This is an optimization exercise on Yosys and OpenROAD, whose aim is small area, not a production implementation. Only simulation tests tie the RTL to the original design; equivalence was not proved. Power figures rest on the tool's default switching activity, not on a simulated workload.

==> v27: inputs <==
// io22_core
module io22_core (
    input             clk,
    input             rst,           
    input             cmd_valid,
    input             cmd_edge,
    input      [63:0] cmd_word,
    output            cmd_ready,
    output reg        done,          
    output     [31:0] result,        
    output            ser_data,
    output            ser_clk,
    output            ser_latch,
    output            oe_n
);
export LEC_CHECK = 0
export CAP_MARGIN = 20
export CORE_MARGIN = 2
export CORE_UTILIZATION = 60
export CTS_BUF_LIST = sky130_fd_sc_hd__clkbuf_8
export CTS_CLUSTER_DIAMETER = 50
export CTS_CLUSTER_SIZE = 18
export PLACE_DENSITY = 0.7
export SLEW_MARGIN = 20
create_clock -name core_clock -period 20.0 [get_ports {clk}]
standard.sh (not shown) runs the stock make flow with config.mk's settings and CLKGATE_MAP_FILE= SYNTH_SCRIPT=/design/flow/synth_recipe.tcl, a recipe that flattens the netlist after the stock synthesis.
==> flow/flow/run.sh <==
#!/bin/bash
set -euo pipefail
export BUFFER_PORTS_ARGS="-buffer_cell sky130_fd_sc_hd__buf_1"
bash standard.sh > standard_flow.log 2>&1
==> v11 (differences from v27) <==
==> flow/run.sh (new file) <==
#!/bin/bash
# synth_recipe.tcl (not shown) runs the flow's synth.tcl, then flattens the netlist and writes it again
# the make line also repeats each setting of config.mk as NAME=value (left out here)
make -C /OpenROAD-flow-scripts/flow DESIGN_CONFIG=/design/flow/config.mk WORK_HOME=/design/flow/orfs CLKGATE_MAP_FILE= SYNTH_SCRIPT=/design/flow/synth_recipe.tcl finish
Settings changed: CORE_UTILIZATION 60 to 40, CTS_BUF_LIST sky130_fd_sc_hd__clkbuf_8 to default, CTS_CLUSTER_DIAMETER 50 to default, CTS_CLUSTER_SIZE 18 to default, PLACE_DENSITY 0.7 to default.
removed: flow/flow/run.sh
removed: flow/standard.sh
==> v22 (differences from v27) <==
Settings changed: CORE_UTILIZATION 60 to 40, CTS_CLUSTER_DIAMETER 50 to 70, PLACE_DENSITY 0.7 to default.
==> v16 (differences from v27) <==
==> flow/run.sh (new file) <==
#!/bin/bash
# synth_recipe.tcl (not shown) runs the flow's synth.tcl, then flattens the netlist and writes it again
# the make line also repeats each setting of config.mk as NAME=value (left out here)
make -C /OpenROAD-flow-scripts/flow DESIGN_CONFIG=/design/flow/config.mk WORK_HOME=/design/flow/orfs CLKGATE_MAP_FILE= SYNTH_SCRIPT=/design/flow/synth_recipe.tcl finish
Settings changed: CORE_UTILIZATION 60 to 40, CTS_CLUSTER_SIZE 18 to 20, PLACE_DENSITY 0.7 to default.
removed: flow/flow/run.sh
removed: flow/standard.sh
==> comparison table <==
metric	v11	v22	v16	v27
Result of the run	complete, no violations	complete, no violations	complete, no violations	complete, no violations
Area grow syn2layout	20.5%	9.65%	14.2%	8.40%
Fillers	4974	5162	5144	2607
Total clock buffers created by CTS	78	56	60	57
Cell at the root of the clock tree	sky130_fd_sc_hd__clkbuf_16	sky130_fd_sc_hd__clkbuf_8	sky130_fd_sc_hd__clkbuf_8	sky130_fd_sc_hd__clkbuf_8
Area taken by multi-input logic gates	0.00540 sq mm	0.00540 sq mm	0.00540 sq mm	0.00539 sq mm
Required time at the endpoint of the critical path	20.53 ns	20.62 ns	20.61 ns	20.54 ns
CP startpoint	cmd_word[57]	cmd_word[60]	cmd_word[57]	cmd_word[58]
Detail Route met2 WL	21400 microns	21100 microns	20800 microns	21200 microns
Area of the die	0.0589 sq mm	0.0589 sq mm	0.0589 sq mm	0.0395 sq mm
Reg power frac	50.8%	65.5%	61.9%	65.7%
Reg2Reg Depth	15	13	15	9
Final nets	1913	1888	1895	1891
Highest attainable clock frequency	105 MHz	109 MHz	106 MHz	113 MHz
Seq/total area	62.0%	68.1%	65.4%	68.9%
Endpoint of the lowest-slack register-to-register path	res_l[31]$_DFF_P_	res_l[31]$_DFF_P_	res_l[31]$_DFF_P_	code1[1]$_DFFE_PP_
CP bufs+invs	3	2	3	2
Logic pwr share	3.7%	4.5%	4.5%	4.5%
Area of the core region	0.0564 sq mm	0.0564 sq mm	0.0564 sq mm	0.0375 sq mm
Worst-case register-to-register setup slack	14.74 ns	14.95 ns	14.73 ns	15.10 ns
Post-layout instance area	0.0275 sq mm	0.0250 sq mm	0.0260 sq mm	0.0247 sq mm
Overall Power	0.00334 W	0.00259 W	0.00274 W	0.00258 W
GPL Wtd Cong	0.891	0.895	0.891	0.919
Routed wl met3	2240 microns	2140 microns	2410 microns	2570 microns
Diodes inserted	1	1	0	0

-- static timing again, ports no longer ideal --
Ports are ideal in the flow. The routed layouts listed here were re-timed in OpenROAD. Step 1, drivers: a clkbuf_16 drives clk and a buf_2 each remaining input, both assumed. Step 2 also shifts input and output timing later by t, the mid clock arrival at the registers, as if the neighbouring blocks saw the same clock. Three values: no drivers, after step 1, after step 2; two values: the first two.
run	shift t [ns]	setup WS [ns]	hold WS [ns]
v27	0.718	11.157 / 11.190 / 10.472	0.310 / 0.310 / 0.310
v11	0.653	10.515 / 10.547 / 9.894	0.282 / 0.282 / 0.282
v22	0.734	10.798 / 10.815 / 10.081	0.289 / 0.289 / 0.289
v16	0.733	10.568 / 10.598 / 9.865	0.310 / 0.310 / 0.310
After both steps setup and hold are still met in every run listed. For v22, which loses most, drivers alone change the setup slack by +0.017 ns; drivers and shift together by -0.717 ns.
